From an optimization exercise on the open Yosys and OpenROAD flow, aimed at small area, a short achievable clock period and few clock cycles per item; shortcuts taken in it are not production practice. The RTL was checked by simulation tests, not by an equivalence proof against the original design. Power is estimated from default activity; no workload was simulated.

==> design.v <==
module lbv1_xu (
    input  wire         clk,
    input  wire         rst,
    input  wire         start,
    input  wire [3:0]   op,
    input  wire [3:0]   a_len,
    input  wire [63:0]  a_val,
    input  wire [3:0]   b_len,
    input  wire [63:0]  b_val,
    output wire         busy,
    output wire         done,
    output wire [3:0]   r_len,
    output wire [63:0]  r_val,
    output wire         ovf,
    output wire         dbz
);
    localparam [3:0] OP_ADD = 4'd0,  OP_SUB = 4'd1,  OP_NEG = 4'd2,  OP_MUL = 4'd3,
                     OP_DIV = 4'd4,  OP_REM = 4'd5,  OP_INC = 4'd6,  OP_DEC = 4'd7,
                     OP_AND = 4'd8,  OP_OR  = 4'd9,  OP_XOR = 4'd10, OP_NOT = 4'd11,
                     OP_SHL = 4'd12, OP_SHR = 4'd13;
    reg         st_exec, st_mul, st_dala, st_div, st_fix;
    reg         done_q;
    reg         c_xr, c_xa;  
    reg         c_xneg;      
    reg         c_yb;        
    reg         c_yinv;      
    reg         c_y2;        
    reg         c_z1, c_z2;  
    reg         c_zinv;
    reg         c_cin;       
    reg         c_cin2;      
    reg         c_carry;     
    reg         c_arith;     
    reg         f_div;       
    reg         f_aovf;      
    reg         f_shift, f_shr;
    reg [3:0]   rl_q;        
    reg [65:0]  r_q;
    reg [63:0]  a_q;
    reg [65:0]  b_q;
    reg [6:0]   lza_q, lzb_q;
    reg [5:0]   cnt_q;
    reg         dlast_q;     
    reg         mlast_q;     
    reg [3:0]   out_rl;
    reg         out_aovf;    
    reg         out_mgt;     
    reg         out_meq;     
    reg         out_dbz;
    integer i;
    reg [63:0] mask_r;
    always @(*) begin
        for (i = 0; i < 8; i = i + 1)
            mask_r[8*i +: 8] = {8{(out_rl > i)}};
    end
    wire r_hi  = (|r_q[65:64]) || (|(r_q[63:0] & ~mask_r));
    wire r_bit = r_q[{out_rl, 3'b000}];      
    wire d_dbz = lzb_q[6];
    wire d_q0  = lza_q > lzb_q;
    wire d_go  = !d_dbz && !d_q0;
    assign busy  = (st_mul & !mlast_q) | (st_dala & d_go) | (st_div & !(dlast_q & f_div));
    assign done  = done_q;
    assign r_len = out_rl;
    assign r_val = r_q[63:0] & mask_r;
    assign ovf   = (out_aovf & r_hi) | out_mgt | (out_meq & r_bit);
    assign dbz   = out_dbz;
    wire working = st_exec | st_mul | st_dala | st_div | st_fix;
    wire fin     = working & !busy;              
    wire accept  = start & !busy;
    function [6:0] clz64(input [63:0] x);
        reg [31:0] z2, c2;
        reg [15:0] z4; reg [31:0] c4;
        reg [7:0]  z8; reg [23:0] c8;
        reg [3:0]  z16; reg [15:0] c16;
        reg [1:0]  z32; reg [9:0] c32;
        integer k;
        begin
            for (k = 0; k < 32; k = k + 1) begin
                z2[k] = ~x[2*k+1] & ~x[2*k];
                c2[k] = ~x[2*k+1];
            end
            for (k = 0; k < 16; k = k + 1) begin
                z4[k] = z2[2*k+1] & z2[2*k];
                c4[2*k +: 2] = z2[2*k+1] ? {1'b1, c2[2*k]} : {1'b0, c2[2*k+1]};
            end
            for (k = 0; k < 8; k = k + 1) begin
                z8[k] = z4[2*k+1] & z4[2*k];
                c8[3*k +: 3] = z4[2*k+1] ? {1'b1, c4[4*k +: 2]} : {1'b0, c4[4*k+2 +: 2]};
            end
            for (k = 0; k < 4; k = k + 1) begin
                z16[k] = z8[2*k+1] & z8[2*k];
                c16[4*k +: 4] = z8[2*k+1] ? {1'b1, c8[6*k +: 3]} : {1'b0, c8[6*k+3 +: 3]};
            end
            for (k = 0; k < 2; k = k + 1) begin
                z32[k] = z16[2*k+1] & z16[2*k];
                c32[5*k +: 5] = z16[2*k+1] ? {1'b1, c16[8*k +: 4]} : {1'b0, c16[8*k+4 +: 4]};
            end
            clz64 = (z32[1] & z32[0]) ? 7'd64 :
                    (z32[1] ? {2'b01, c32[0 +: 5]} : {2'b00, c32[5 +: 5]});
        end
    endfunction
    wire [3:0]  in_w     = (a_len > b_len) ? a_len : b_len;
    wire        in_shift = (op == OP_SHL) || (op == OP_SHR);
    wire        in_lop   = (op == OP_NEG) || (op == OP_INC) || (op == OP_DEC) ||
                           (op == OP_NOT) || in_shift;
    wire        in_mul   = (op == OP_MUL);
    wire        in_div   = (op == OP_DIV) || (op == OP_REM);
    wire        in_swap  = (in_mul && (b_len < a_len)) || in_shift;
    wire [63:0] in_a     = in_swap ? b_val : a_val;
    wire [63:0] in_b     = in_swap ? a_val : b_val;
    wire [6:0]  in_lza   = clz64(a_val);
    wire [6:0]  in_lzb   = clz64(b_val);
    wire [65:0] cx = ((r_q & {66{c_xr}}) | {2'b00, a_q & {64{c_xa}}}) ^ {2'b00, {64{c_xneg}}};
    wire [65:0] cy = ((b_q & {66{c_yb}}) | ({b_q[64:0], 1'b0} & {66{c_y2}})) ^ {66{c_yinv}};
    wire [65:0] cz = (({b_q[63:0], 2'b00} & {66{c_z1}}) | ({b_q[62:0], 3'b000} & {66{c_z2}})) ^
                     {66{c_zinv}};
    wire [65:0] cs_s = cx ^ cy ^ cz;
    wire [65:0] cs_c = (cx & cy) | (cx & cz) | (cy & cz);
    wire [65:0] ad_x = cs_s & {66{!c_carry}};
    wire [65:0] ad_y = c_arith ? {cs_c[64:0], c_cin} : (cs_c & {66{c_carry}});
    wire [65:0] sum  = ad_x + ad_y + {65'd0, c_cin2};
    wire [5:0]  d_s    = lzb_q[5:0] - lza_q[5:0];
    wire [6:0]  sh_r   = f_shr ? (7'd64 - {1'b0, a_q[5:0]}) : {1'b0, a_q[5:0]};
    wire [5:0]  rt_amt = st_dala ? d_s : (st_div ? 6'd0 : sh_r[5:0]);
    reg  [63:0] rt_out;
    always @(*) begin
        rt_out = b_q[63:0];
        for (i = 0; i < 6; i = i + 1)
            if (rt_amt[i]) rt_out = (rt_out << (1 << i)) | (rt_out >> (64 - (1 << i)));
    end
    reg  [63:0] keep;
    always @(*) begin
        for (i = 0; i < 64; i = i + 1)
            keep[i] = (i >= sh_r) ^ f_shr;
    end
    wire        sh_big = f_shr ? (|a_q[63:6])
                               : ((|a_q[63:7]) || (a_q[6:0] >= {rl_q, 3'b000}));
    wire [63:0] sh_res = rt_out & keep & {64{!sh_big}};
    function [2:0] booth(input m1, input m0, input mb);    
        booth = {m0 ^ mb, (m1 & !m0 & !mb) | (!m1 & m0 & mb), m1 & !(m0 & mb)};
    endfunction
    wire [2:0]  bd0_in   = booth(in_a[1], in_a[0], 1'b0);      
    wire [2:0]  bd1_in   = booth(in_a[3], in_a[2], in_a[1]);
    wire [2:0]  bd0_next = booth(a_q[5], a_q[4], a_q[3]);      
    wire [2:0]  bd1_next = booth(a_q[7], a_q[6], a_q[5]);
    wire [63:0] a_rest   = a_q >> 4;
    wire [7:0]  m_bits   = 8'd128 - {1'b0, lza_q} - {1'b0, lzb_q};
    wire [7:0]  m_lim    = {1'b0, rl_q, 3'b000} + 8'd1;
    wire        d_neg  = sum[64];                
    wire [63:0] d_quo  = {a_q[62:0], !d_neg};
    always @(posedge clk) begin
        if (st_exec && f_shift)
            r_q <= {2'b00, sh_res};
        else if (st_dala && f_div && !d_go)
            r_q <= 66'd0;                
        else if (st_div && dlast_q && f_div)
            r_q <= {2'b00, d_quo};
        else
            r_q <= sum;
    end
    always @(posedge clk) begin
        if (accept)
            a_q <= in_a;
        else if (st_dala)
            a_q <= 64'd0;                
        else if (st_div)
            a_q <= d_quo;
        else
            a_q <= a_rest;               
    end
    always @(posedge clk) begin
        if (accept)
            b_q <= {2'b00, in_b};
        else if (st_dala || (st_div && dlast_q))
            b_q <= {2'b00, rt_out};      
        else if (st_div)
            b_q <= b_q >> 1;
        else
            b_q <= b_q << 4;             
    end
    wire        div_cont = st_div && !dlast_q;
    reg         yinv_other, cin_other;
    always @(*) begin
        yinv_other = c_yinv;
        cin_other  = c_cin;
        if (accept) begin
            yinv_other = in_mul ? bd0_in[0] : ((op == OP_SUB) || (op == OP_DEC));
            cin_other  = in_mul ? bd0_in[0] : ((op == OP_SUB) || (op == OP_NEG) || (op == OP_INC));
        end else if (st_mul) begin
            yinv_other = bd0_next[0];
            cin_other  = bd0_next[0];
        end else if (st_dala) begin
            yinv_other = 1'b1;
            cin_other  = 1'b1;
        end else if (st_div) begin
            yinv_other = 1'b0;
            cin_other  = 1'b0;
        end
    end
    always @(posedge clk) begin
        c_yinv <= div_cont ? !d_neg : yinv_other;
        c_cin  <= div_cont ? !d_neg : cin_other;
    end
    always @(posedge clk) begin
        if (rst) begin
            done_q <= 1'b0;
        end else begin
            done_q <= fin;
            if (fin) begin
                out_rl   <= rl_q;
                out_aovf <= f_aovf;
                out_mgt  <= st_mul && (m_bits > m_lim);
                out_meq  <= st_mul && (m_bits == m_lim);
                out_dbz  <= st_dala & d_dbz;
            end
        end
    end
    always @(posedge clk) begin
        if (rst) begin
            st_exec <= 1'b0;
            st_mul  <= 1'b0;
            st_dala <= 1'b0;
            st_div  <= 1'b0;
            st_fix  <= 1'b0;
        end else if (accept) begin
            rl_q    <= in_lop ? a_len : in_w;
            lza_q   <= in_lza;
            lzb_q   <= in_lzb;
            mlast_q <= (in_a[63:3] == 61'd0);
            f_div   <= (op == OP_DIV);
            f_aovf  <= (op == OP_ADD) || (op == OP_INC);
            f_shift <= in_shift;
            f_shr   <= (op == OP_SHR);
            c_xr    <= 1'b0;
            c_xa    <= !in_mul;
            c_xneg  <= (op == OP_NEG) || (op == OP_NOT);
            c_yb    <= in_mul ? bd0_in[2] :
                       ((op == OP_ADD) || (op == OP_SUB) || (op == OP_AND) ||
                        (op == OP_OR) || (op == OP_XOR));
            c_y2    <= in_mul && bd0_in[1];
            c_z1    <= in_mul && bd1_in[2];
            c_z2    <= in_mul && bd1_in[1];
            c_zinv  <= in_mul ? bd1_in[0] : (op == OP_OR);
            c_cin2  <= in_mul && bd1_in[0];
            c_carry <= (op == OP_AND) || (op == OP_OR);
            c_arith <= !((op == OP_AND) || (op == OP_OR) || (op == OP_XOR));
            st_exec <= !(in_mul || in_div);
            st_mul  <= in_mul;
            st_dala <= in_div;
            st_div  <= 1'b0;
            st_fix  <= 1'b0;
        end else begin
            if (fin) begin
                st_exec <= 1'b0;
                st_mul  <= 1'b0;
                st_dala <= 1'b0;
                st_div  <= 1'b0;
                st_fix  <= 1'b0;
            end
            if (st_mul) begin
                c_xr    <= 1'b1;
                c_yb    <= bd0_next[2];
                c_y2    <= bd0_next[1];
                c_z1    <= bd1_next[2];
                c_z2    <= bd1_next[1];
                c_zinv  <= bd1_next[0];
                c_cin2  <= bd1_next[0];
                mlast_q <= (a_q[63:7] == 57'd0);
            end
            if (st_dala && d_go) begin
                cnt_q   <= d_s;
                dlast_q <= (d_s == 6'd0);
                c_xr    <= 1'b1;
                c_xa    <= 1'b0;
                c_yb    <= 1'b1;
                st_dala <= 1'b0;
                st_div  <= 1'b1;
            end
            if (st_div) begin
                cnt_q   <= cnt_q - 6'd1;
                dlast_q <= (cnt_q == 6'd1);
                if (dlast_q && !f_div) begin
                    c_yb   <= d_neg;
                    st_div <= 1'b0;
                    st_fix <= 1'b1;
                end
            end
        end
    end
endmodule
==> run.sh <==
#!/bin/bash
# synth_recipe.tcl (not shown) runs the flow's synth.tcl, then flattens the netlist and writes it again
# the make line also repeats each setting of config.mk as NAME=value (left out here)
make -C /OpenROAD-flow-scripts/flow DESIGN_CONFIG=/design/flow/config.mk WORK_HOME=/design/flow/orfs CLKGATE_MAP_FILE= SYNTH_SCRIPT=/design/flow/synth_recipe.tcl finish
==> config.mk <==
export PLATFORM = sky130hd
export DESIGN_NAME = lbv1_xu
export DESIGN_NICKNAME = lbv1_xu
export VERILOG_FILES = /design/flow/design.v
export SDC_FILE = /design/flow/constraint.sdc
export NUM_CORES = 4
export LEC_CHECK = 0
export CAP_MARGIN = 20
export CORE_MARGIN = 2
export CORE_UTILIZATION = 50
export SETUP_SLACK_MARGIN = 5
export SLEW_MARGIN = 20
==> constraint.sdc <==
create_clock -name core_clock -period 10.0 [get_ports {clk}]
set_input_delay 2.0000 -clock core_clock [delete_from_list [all_inputs] [get_ports {clk}]]
set_output_delay 2.0000 -clock core_clock [all_outputs]
set_load 0.01 [all_outputs]
==> implementation parameters, run 1 <==
Parameter                              Value

Run status
  Run status ... complete, no violations

Route
  Detailed-router iteration count before antenna repair ... 6
  Antenna viol nets, final ... 0
  DRC marker count from the first detailed-route iteration ... 4,887
  Remaining DRCs ... 0
  Via count ... 32,999
  Overall routed net length ... 144,000 um
  Wire length per cell ... 30.6 um
  Avg Vias per Cell ... 6.99

Clocking
  Clock-pin transition on the worst setup and hold timing paths ... 0.07 ns
  Clock Sink Count ... 253
  Buffer depth of the longest clock path ... 3
  Clk Latency, worst-skew pair ... 0.61 ns
  TritonCTS clock tree ... yes
  H-tree lvl count ... 1
  Master cell of the clock root buffer ... sky130_fd_sc_hd__clkbuf_16
  CTS Buf Count ... 30

Cells and area
  Signed area change from the synthesized netlist to the final layout ... 13.8%
  Commonest non-fill, non-tap cell in the layout ... sky130_fd_sc_hd__nand2_1
  Commonest cells after routing, fill and taps aside ... sky130_fd_sc_hd__nand2_1 (376), sky130_fd_sc_hd__mux2i_1 (375), sky130_fd_sc_hd__a21oi_1 (317)
  Count of nets after finishing ... 4,225
  Multi-input logic area ... 0.0241 sq mm
  Area used by sequential logic in the layout ... 0.00558 sq mm
  Share of layout cells above drive strength 1 ... 11.0%
  Layout fillers ... 5,664
  Final design area excluding fillers ... 0.0351 sq mm
  Utilization after layout ... 57.1%

Critical path
  Cell-by-cell listing of the critical path ... inv_1 -> ha_1 -> inv_1 -> fa_1 -> a22o_4 -> buf_6 -> mux2i_1 -> mux2i_1 -> mux2i_1 -> mux2i_1 -> mux2i_1 -> mux2i_1 -> a31o_2
  Cell with the most instances on the worst path ... sky130_fd_sc_hd__mux2i_1
  Master of the slowest instance on the critical path ... sky130_fd_sc_hd__mux2i_1
  Register-to-register setup slack ... 4.85 ns
  Critical path buffers and inverters ... 3
  Required arrival time at the worst endpoint ... 10.56 ns
  Number of cells on the worst reg-to-reg path ... 13
  Crit path launch ... lzb_q[0]
  Kind of end point of the critical path ... register
  Critical Path End ... r_q[10]
  Beginning of the worst register-to-register path ... lzb_q[0]
  Kind of cell adding the most delay to the critical path ... multiplexers
  Largest stage delay on the critical path ... 1.02 ns
  CP Data Arrival Time ... 5.71 ns
  Critical Path Start Type ... register
  Terminus of the critical flop-to-flop path ... r_q[10]
  Classification of the worst setup path ... register to register
  Stages on the worst setup path ... 13
  Largest fanout of any net on the critical path ... 56

STA
  Worst clock skew on the final layout ... 0.0250 ns
  Relative slew slack ... 7.49%
  Final WS setup ... 4.85 ns
  Crit path time final ... 5.15 ns
  Setup tns final ... 0 ns
  Final Hold Vio Count ... 0
  Worst Hold Slack ... 0.416 ns
  Number of endpoints failing setup at the final stage ... 0
  Highest attainable clock frequency ... 194 MHz
  Slew at the pin closest to its max-slew limit ... 1.35 ns
  Post-route fraction of the period consumed by the critical path ... 51.5%
  Total count of max-transition violations in the final report ... 0
  Setup repair after global routing missed its margin ... yes

Floorplanning
  Core Box Area ... 0.0614 sq mm
  Chip Width ... 252 um
  Std cell rows ... 91
  Starting utilization of the core area ... 50.2%
  Full die area ... 0.0636 sq mm
  Top Ports ... 215
  Die span in y ... 252 um

Placement
  Place WS ... 4.06 ns
  Number of buffers inserted by port buffering ... 214
  Post-DP HPWL ... 110,000 um
  Routability-driven placement congestion ratio ... 1.11
  Placed Instance Area ... 0.0331 sq mm

GRT
  Vias in the first global route ... 30,684
  Antenna violations before repair ... 8
  Gr ovfl total ... 0
  GRT Total Usage ... 43.0%
  Pin count of the biggest net entering global routing ... 108
  Global-route wire length before repair ... 205,000 um

Pwr
  Cell Pwr Density ... 266 mW/mm^2
  IR drop worst, VDD ... 0.000180 V
  Leakage component of the power ... 0.0140 uW

Logic synthesis
  Syn Std Cell Area ... 0.0308 sq mm
  Synthesis Warnings ... 1
  Number of enable-type register cells in the synthesized netlist ... 51
  Number of unique standard cell types used by synthesis ... 89
  Total nets after synthesis ... 4,221
  Most used flip-flop cell after synthesis ... sky130_fd_sc_hd__dfxtp_1
  Synth Register Bits ... 253
  Average footprint of a synthesized cell ... 7.90 sq um
  Proportion of register bits with asynchronous set or reset after synthesis ... 0%
  Count of mapped cells out of synthesis ... 3,899
  Register area share after synthesis ... 18.1%

Flow run
  Max-cap violation count ... 0

Hold path
  Hold/Removal Path Class ... register to register
## what timing repair did
item | CTS | global route
pin swaps | 5 | 12
cloned | 0 | 4
buffers inserted | 20 | 13
hold buffers | 0 | 0
resized for setup | 54 | 88
hold endpoints to repair | 0 | 0
setup endpoints to repair | 64 | 55
## kinds of logic (layout without fill, tap and decap cells)
logic type / count (synthesis) / count (layout) / synth area share, %
buffers and inverters: 435 / 462 / 5.79
AO/OA/AOI/OAI: 1146 / 1146 / 24.1
flip-flops: 253 / 253 / 18.1
XOR/XNOR: 320 / 320 / 9.09
adder cells (fa/ha/maj): 179 / 179 / 8.97
multiplexers: 545 / 545 / 18.4
AND/OR/NAND/NOR: 1021 / 1021 / 15.5
other: 0 / 3 / 0
## power breakdown
group	internal, uW	switching [uW]
clock network	605	500
logic	2430	4000
registers	1300	482
## sequential cells by signal (all words and copies together), names as in the netlist, 4 cells and up
name / flops
lza_q: 7
r_q: 66
b_q: 66
rl_q: 4
out_rl: 4
a_q: 64
lzb_q: 7
cnt_q: 6
## final cells by class
class	count	share of cell area (%)
inverter	95	1.02
antenna	3	0.0214
multi-input combinational	3211	68.6
clock buffer	41	2.47
tap	790	2.82
clock inverter	14	0.271
timing repair buffer	312	8.89
sequential	253	15.9
## per-layer routing
layer | GRT usage [%] | wire length (um) | vias up
met5 | 0 | 35 | -
met4 | 21.4 | 9080 | 6
met3 | 11.1 | 18500 | 398
met2 | 61.9 | 58800 | 2483
met1 | 59.3 | 58000 | 15824
li1 | - | - | 14288
## Yosys cell counts (29+ instances only)
master | number | area share [%]
sky130_fd_sc_hd__mux2i_1 | 381 | 12
sky130_fd_sc_hd__nand2_1 | 378 | 4.6
sky130_fd_sc_hd__a21oi_1 | 326 | 5.3
sky130_fd_sc_hd__clkbuf_1 | 249 | 3.0
sky130_fd_sc_hd__nor2_1 | 230 | 2.8
sky130_fd_sc_hd__dfxtp_1 | 202 | 13
sky130_fd_sc_hd__a22oi_1 | 197 | 4.8
sky130_fd_sc_hd__xor2_1 | 179 | 5.1
sky130_fd_sc_hd__o21ai_0 | 164 | 2.7
sky130_fd_sc_hd__mux2_2 | 162 | 5.9
sky130_fd_sc_hd__xnor2_1 | 141 | 4.0
sky130_fd_sc_hd__a31oi_1 | 123 | 2.5
sky130_fd_sc_hd__ha_1 | 109 | 4.4
sky130_fd_sc_hd__inv_1 | 93 | 1.1
sky130_fd_sc_hd__nor2b_1 | 92 | 1.9
sky130_fd_sc_hd__nor3_1 | 89 | 1.4
sky130_fd_sc_hd__fa_1 | 70 | 4.5
sky130_fd_sc_hd__nor4_1 | 58 | 1.2
sky130_fd_sc_hd__edfxtp_1 | 51 | 5.0
sky130_fd_sc_hd__o22ai_1 | 44 | 0.89
sky130_fd_sc_hd__buf_1 | 40 | 0.49
sky130_fd_sc_hd__a21o_1 | 39 | 0.95
sky130_fd_sc_hd__o21bai_1 | 38 | 0.93
sky130_fd_sc_hd__o32ai_1 | 36 | 1.0
sky130_fd_sc_hd__nand3_1 | 32 | 0.52
sky130_fd_sc_hd__buf_2 | 29 | 0.47
## metrics by stage
step / total power [uW] / instances
3_5_place_dp: 7620 / 4623
2_1_floorplan: 5440 / 3899
4_1_cts: 8800 / 4698
3_3_place_gp: 7550 / 4623
5_1_grt: 9640 / 4716
6_report: 9320 / 4719
## how the worst min path moves through the flow
| stage | cells after the start | from | slack (ns) | end |
|---|---|---|---|---|
| floorplan | 0 | f_aovf | 0.40 | out_aovf |
| global placement | 0 | f_aovf | 0.41 | out_aovf |
| detailed placement | 0 | f_aovf | 0.41 | out_aovf |
| CTS | 0 | f_aovf | 0.42 | out_aovf |
| global route | 0 | f_aovf | 0.42 | out_aovf |
| finish | 0 | f_aovf | 0.42 | out_aovf |
Testbench counts, summed over its fixed seeds: cycles 8,221, items 2,400.
==> run 2: changes to the inputs <==
--- a/design.v
+++ b/design.v
@@ -21,7 +21,6 @@
     reg         st_exec, st_mul, st_dala, st_div, st_fix;
     reg         done_q;
     reg         c_xr, c_xa;  
-    reg         c_xneg;      
     reg         c_yb;        
     reg         c_yinv;      
     reg         c_y2;        
@@ -105,12 +104,13 @@
                            (op == OP_NOT) || in_shift;
     wire        in_mul   = (op == OP_MUL);
     wire        in_div   = (op == OP_DIV) || (op == OP_REM);
-    wire        in_swap  = (in_mul && (b_len < a_len)) || in_shift;
+    wire        in_swap  = (in_mul && (b_len < a_len)) || in_shift ||
+                           (op == OP_NEG) || (op == OP_NOT);
     wire [63:0] in_a     = in_swap ? b_val : a_val;
     wire [63:0] in_b     = in_swap ? a_val : b_val;
     wire [6:0]  in_lza   = clz64(a_val);
     wire [6:0]  in_lzb   = clz64(b_val);
-    wire [65:0] cx = ((r_q & {66{c_xr}}) | {2'b00, a_q & {64{c_xa}}}) ^ {2'b00, {64{c_xneg}}};
+    wire [65:0] cx = (r_q & {66{c_xr}}) | {2'b00, a_q & {64{c_xa}}};
     wire [65:0] cy = ((b_q & {66{c_yb}}) | ({b_q[64:0], 1'b0} & {66{c_y2}})) ^ {66{c_yinv}};
     wire [65:0] cz = (({b_q[63:0], 2'b00} & {66{c_z1}}) | ({b_q[62:0], 3'b000} & {66{c_z2}})) ^
                      {66{c_zinv}};
@@ -184,7 +184,8 @@
         yinv_other = c_yinv;
         cin_other  = c_cin;
         if (accept) begin
-            yinv_other = in_mul ? bd0_in[0] : ((op == OP_SUB) || (op == OP_DEC));
+            yinv_other = in_mul ? bd0_in[0] : ((op == OP_SUB) || (op == OP_DEC) ||
+                                               (op == OP_NEG) || (op == OP_NOT));
             cin_other  = in_mul ? bd0_in[0] : ((op == OP_SUB) || (op == OP_NEG) || (op == OP_INC));
         end else if (st_mul) begin
             yinv_other = bd0_next[0];
@@ -232,11 +233,10 @@
             f_shift <= in_shift;
             f_shr   <= (op == OP_SHR);
             c_xr    <= 1'b0;
-            c_xa    <= !in_mul;
-            c_xneg  <= (op == OP_NEG) || (op == OP_NOT);
+            c_xa    <= !in_mul && (op != OP_NEG) && (op != OP_NOT);
             c_yb    <= in_mul ? bd0_in[2] :
                        ((op == OP_ADD) || (op == OP_SUB) || (op == OP_AND) ||
-                        (op == OP_OR) || (op == OP_XOR));
+                        (op == OP_OR) || (op == OP_XOR) || (op == OP_NEG) || (op == OP_NOT));
             c_y2    <= in_mul && bd0_in[1];
             c_z1    <= in_mul && bd1_in[2];
             c_z2    <= in_mul && bd1_in[1];
==> implementation parameters, run 2 <==
Parameter                              Value

Run status
  Run status ... complete, no violations

Cells and area
  Count of nets after finishing ... 4,413
  Signed area change from the synthesized netlist to the final layout ... 12.7%
  Largest registers ... b_q: 66 flops, r_q: 66 flops, a_q: 64 flops
  Commonest cells after routing, fill and taps aside ... sky130_fd_sc_hd__mux2i_1 (262), sky130_fd_sc_hd__nand2_1 (260), sky130_fd_sc_hd__o21ai_0 (259)
  Commonest non-fill, non-tap cell in the layout ... sky130_fd_sc_hd__mux2i_1
  Utilization after layout ... 56.8%
  Share of layout cells above drive strength 1 ... 9.89%
  Layout fillers ... 5,996

Critical path
  Largest stage delay on the critical path ... 0.68 ns
  Cell-by-cell listing of the critical path ... buf_4 -> clkinv_1 -> buf_4 -> a21o_1 -> xnor2_1 -> nand2_1 -> and3_4 -> buf_4 -> mux2i_2 -> o21ai_0 -> o32ai_1
  Kind of end point of the critical path ... register
  Critical Path Start Type ... register
  Stages on the worst setup path ... 11
  Kind of cell adding the most delay to the critical path ... buffers and inverters
  CP Data Arrival Time ... 5.64 ns
  Master of the slowest instance on the critical path ... sky130_fd_sc_hd__mux2i_2
  Required arrival time at the worst endpoint ... 10.52 ns
  Cell with the most instances on the worst path ... sky130_fd_sc_hd__buf_4
  Classification of the worst setup path ... register to register
  Register-to-register setup slack ... 4.88 ns
  Largest fanout of any net on the critical path ... 47
  Number of cells on the worst reg-to-reg path ... 11
  Critical path buffers and inverters ... 4

Clocking
  Buffer depth of the longest clock path ... 3
  CTS Buf Count ... 29
  Clock-pin transition on the worst setup and hold timing paths ... 0.07 ns
  Clock Sink Count ... 252
  TritonCTS clock tree ... yes
  H-tree lvl count ... 1
  Clk Latency, worst-skew pair ... 0.62 ns
  Master cell of the clock root buffer ... sky130_fd_sc_hd__clkbuf_16
  Cts-stage hold buffer count ... 0

Flow run
  Max-cap violation count ... 0

Placement
  Number of buffers inserted by port buffering ... 214
  Post-DP HPWL ... 121,000 um
  Routability-driven placement congestion ratio ... 1.08

Logic synthesis
  Most used flip-flop cell after synthesis ... sky130_fd_sc_hd__dfxtp_1
  Proportion of register bits with asynchronous set or reset after synthesis ... 0%
  Most used standard cells in the synthesized netlist ... sky130_fd_sc_hd__o21ai_0 (271), sky130_fd_sc_hd__mux2i_1 (270), sky130_fd_sc_hd__nand2_1 (265), sky130_fd_sc_hd__a21oi_1 (254), sky130_fd_sc_hd__nor2_1 (252)
  Number of enable-type register cells in the synthesized netlist ... 50
  Synthesis Warnings ... 1
  Count of mapped cells out of synthesis ... 4,106
  Number of unique standard cell types used by synthesis ... 97
  Syn Std Cell Area ... 0.0317 sq mm
  Total nets after synthesis ... 4,428
  Synth Register Bits ... 252
  Proportion of netlist area held by the largest area contributor ... 12.8%
  Top cells by area, synth ... sky130_fd_sc_hd__dfxtp_1 (13%), sky130_fd_sc_hd__mux2i_1 (8.5%), sky130_fd_sc_hd__mux2_2 (5.6%), sky130_fd_sc_hd__a22oi_1 (4.8%), sky130_fd_sc_hd__edfxtp_1 (4.7%)
  Average footprint of a synthesized cell ... 7.72 sq um
  Most common cell in the netlist ... sky130_fd_sc_hd__o21ai_0
  Library cell with the largest summed area after synthesis ... sky130_fd_sc_hd__dfxtp_1
  Register area share after synthesis ... 17.5%

STA
  Worst clock skew on the final layout ... 0.0294 ns
  Crit path time final ... 5.12 ns
  Highest attainable clock frequency ... 195 MHz
  Number of endpoints failing setup at the final stage ... 0
  Relative slew slack ... 14.7%
  Total count of max-transition violations in the final report ... 0
  Setup tns final ... 0 ns
  Slew at the pin closest to its max-slew limit ... 1.27 ns
  Setup repair after global routing missed its margin ... yes
  Post-route fraction of the period consumed by the critical path ... 51.2%
  Final Hold Vio Count ... 0

GRT
  Gr ovfl total ... 0
  Vias in the first global route ... 32,858
  Pin count of the biggest net entering global routing ... 108
  GRT Total Usage ... 46.1%
  Antenna violations before repair ... 14
  Global-route wire length before repair ... 225,000 um

Pwr
  Leakage component of the power ... 0.0142 uW
  Overall power consumption ... 8490 uW
  IR drop worst, VDD ... 0.000148 V
  Cell Pwr Density ... 238 mW/mm^2

Floorplanning
  Die span in y ... 256 um
  Top Ports ... 215
  Starting utilization of the core area ... 50.4%
  Core Box Area ... 0.0629 sq mm
  Chip Width ... 256 um
  Full die area ... 0.0654 sq mm
  Std cell rows ... 92

Route
  Routed length on met3 ... 22,900 um
  Avg Vias per Cell ... 7.16
  Wire length per cell ... 31.7 um
  Overall routed net length ... 158,000 um
  Routed met2 length ... 63,500 um
  Met1 wire length ... 59,300 um
  Antenna viol nets, final ... 0
  Remaining DRCs ... 0
  Detailed-router iteration count before antenna repair ... 9
  Highest layer used for signal routing ... met5
  Via count ... 35,553
  DRC marker count from the first detailed-route iteration ... 5,460

Hold path
  Depth of the worst hold-timing path ... 0
  Hold/Removal Path Class ... register to register
run 2: changes by cell type in the layout (fill, tap and decap cells not counted), moves of 25 or more:
| cell | change |
|---|---|
| sky130_fd_sc_hd__xnor2_1 | -55 |
| sky130_fd_sc_hd__o21ai_0 | +101 |
| sky130_fd_sc_hd__mux2i_1 | -113 |
| sky130_fd_sc_hd__and3_1 | +42 |
| sky130_fd_sc_hd__o22ai_1 | +25 |
| sky130_fd_sc_hd__a211oi_1 | +26 |
| sky130_fd_sc_hd__nand3_1 | +207 |
| sky130_fd_sc_hd__a31oi_1 | -46 |
| sky130_fd_sc_hd__o211ai_1 | +114 |
| sky130_fd_sc_hd__nand2_1 | -116 |
| sky130_fd_sc_hd__a21oi_1 | -69 |
| sky130_fd_sc_hd__xor2_1 | -25 |
run 2: final timing paths:
| path | startpoint | end |
|---|---|---|
| worst max register to register | f_shr | r_q[12] |
| worst min-delay path | f_aovf | out_aovf |
| worst min register to register | f_aovf | out_aovf |
| worst max-delay path | f_shr | r_q[12] |
run 2: per-layer routing:
metal / up-vias / GRT usage [%]
li1: 15389 / -
met2: 2712 / 66.0
met3: 589 / 17.0
met5: - / 0
met4: 20 / 27.3
met1: 16843 / 58.8
run 2: cell type report:
class	count	area (sq um)	share of cell area, %
diodes	5	12.5	0.0351
clock buffers	35	798	2.24
clock inverters	19	289	0.810
inverters	102	385	1.08
well taps	846	1060	2.97
multi-input cells	3390	24600	68.8
flip-flops and latches	252	5550	15.5
repair buffers	316	3040	8.50
run 2: stage by stage:
| stage | hold slack, ns | worst slack [ns] | cell area (sq um) | instances |
|---|---|---|---|---|
| 2_1_floorplan | 0.400 | 5.54 | 31700 | 4106 |
| 6_report | 0.425 | 4.88 | 35700 | 4965 |
| 3_5_place_dp | 0.412 | 3.80 | 34100 | 4884 |
| 5_1_grt | 0.448 | 4.93 | 35700 | 4964 |
| 3_3_place_gp | 0.406 | 3.91 | 34100 | 4882 |
| 4_1_cts | 0.426 | 5.01 | 35500 | 4953 |
run 2: cell families (layout without fill, tap and decap cells):
| logic type | count (synthesis) | count (layout) | synth area share, % |
|---|---|---|---|
| other cells | 0 | 5 | 0 |
| flops | 252 | 252 | 17.5 |
| mux | 431 | 431 | 14.3 |
| simple gates | 1178 | 1178 | 18.3 |
| fa+ha+maj | 179 | 179 | 8.73 |
| xor+xnor | 242 | 242 | 6.75 |
| compound gates | 1360 | 1360 | 28.3 |
| buf+inv | 464 | 472 | 6.04 |
run 2: power by group:
group          total, uW  switching, uW  internal, uW
Clock               1240            509           731
Combinational       5530           3530          2010
Sequential          1720            452          1270
run 2: worst register-to-register path: stages, from the launching register on:
cell	delay, ns
sky130_fd_sc_hd__edfxtp_1	0.59
sky130_fd_sc_hd__buf_4	0.63
sky130_fd_sc_hd__clkinv_1	0.15
sky130_fd_sc_hd__buf_4	0.29
sky130_fd_sc_hd__a21o_1	0.26
sky130_fd_sc_hd__xnor2_1	0.19
sky130_fd_sc_hd__nand2_1	0.23
sky130_fd_sc_hd__and3_4	0.56
sky130_fd_sc_hd__buf_4	0.61
sky130_fd_sc_hd__mux2i_2	0.71
sky130_fd_sc_hd__o21ai_0	0.43
sky130_fd_sc_hd__o32ai_1	0.38
run 2: repair_timing:
item | 4_1_cts | 5_1_grt
pin swaps | 3 | 3
endpoints found under the setup margin | 61 | 75
setup buffers | 15 | 5
resized for setup | 37 | 48
cloned | 0 | 0
Testbench counts of run 2, summed over its fixed seeds: cycles 8,221, items 2,400.

==> re-timing with driven ports <==
In the flow no input, the clock included, has a driving cell. The finished layouts below were timed again as built, in two steps. Step 1 assumes that a clkbuf_16 drives the clock port and a buf_2 every other input. Step 2 adds t to the input delays and takes it off the output delays; t is the mean of the earliest and latest rising clock arrival at the registers after step 1. Input paths then give back, and output paths get back, about the clock's delay inside the block. Slacks: ideal / step 1 / step 2; pairs: ideal / step 1.
run	t (ns)	setup slack, ns	worst setup path after step 2
run 1	0.659	4.849 / 4.849 / 4.380	input to register
run 2	0.665	4.882 / 4.882 / 4.302	input to register
After both steps setup and hold are still met in every run listed. For run 2, which loses most, drivers alone change the setup slack by 0.000 ns; drivers and shift together by -0.580 ns.
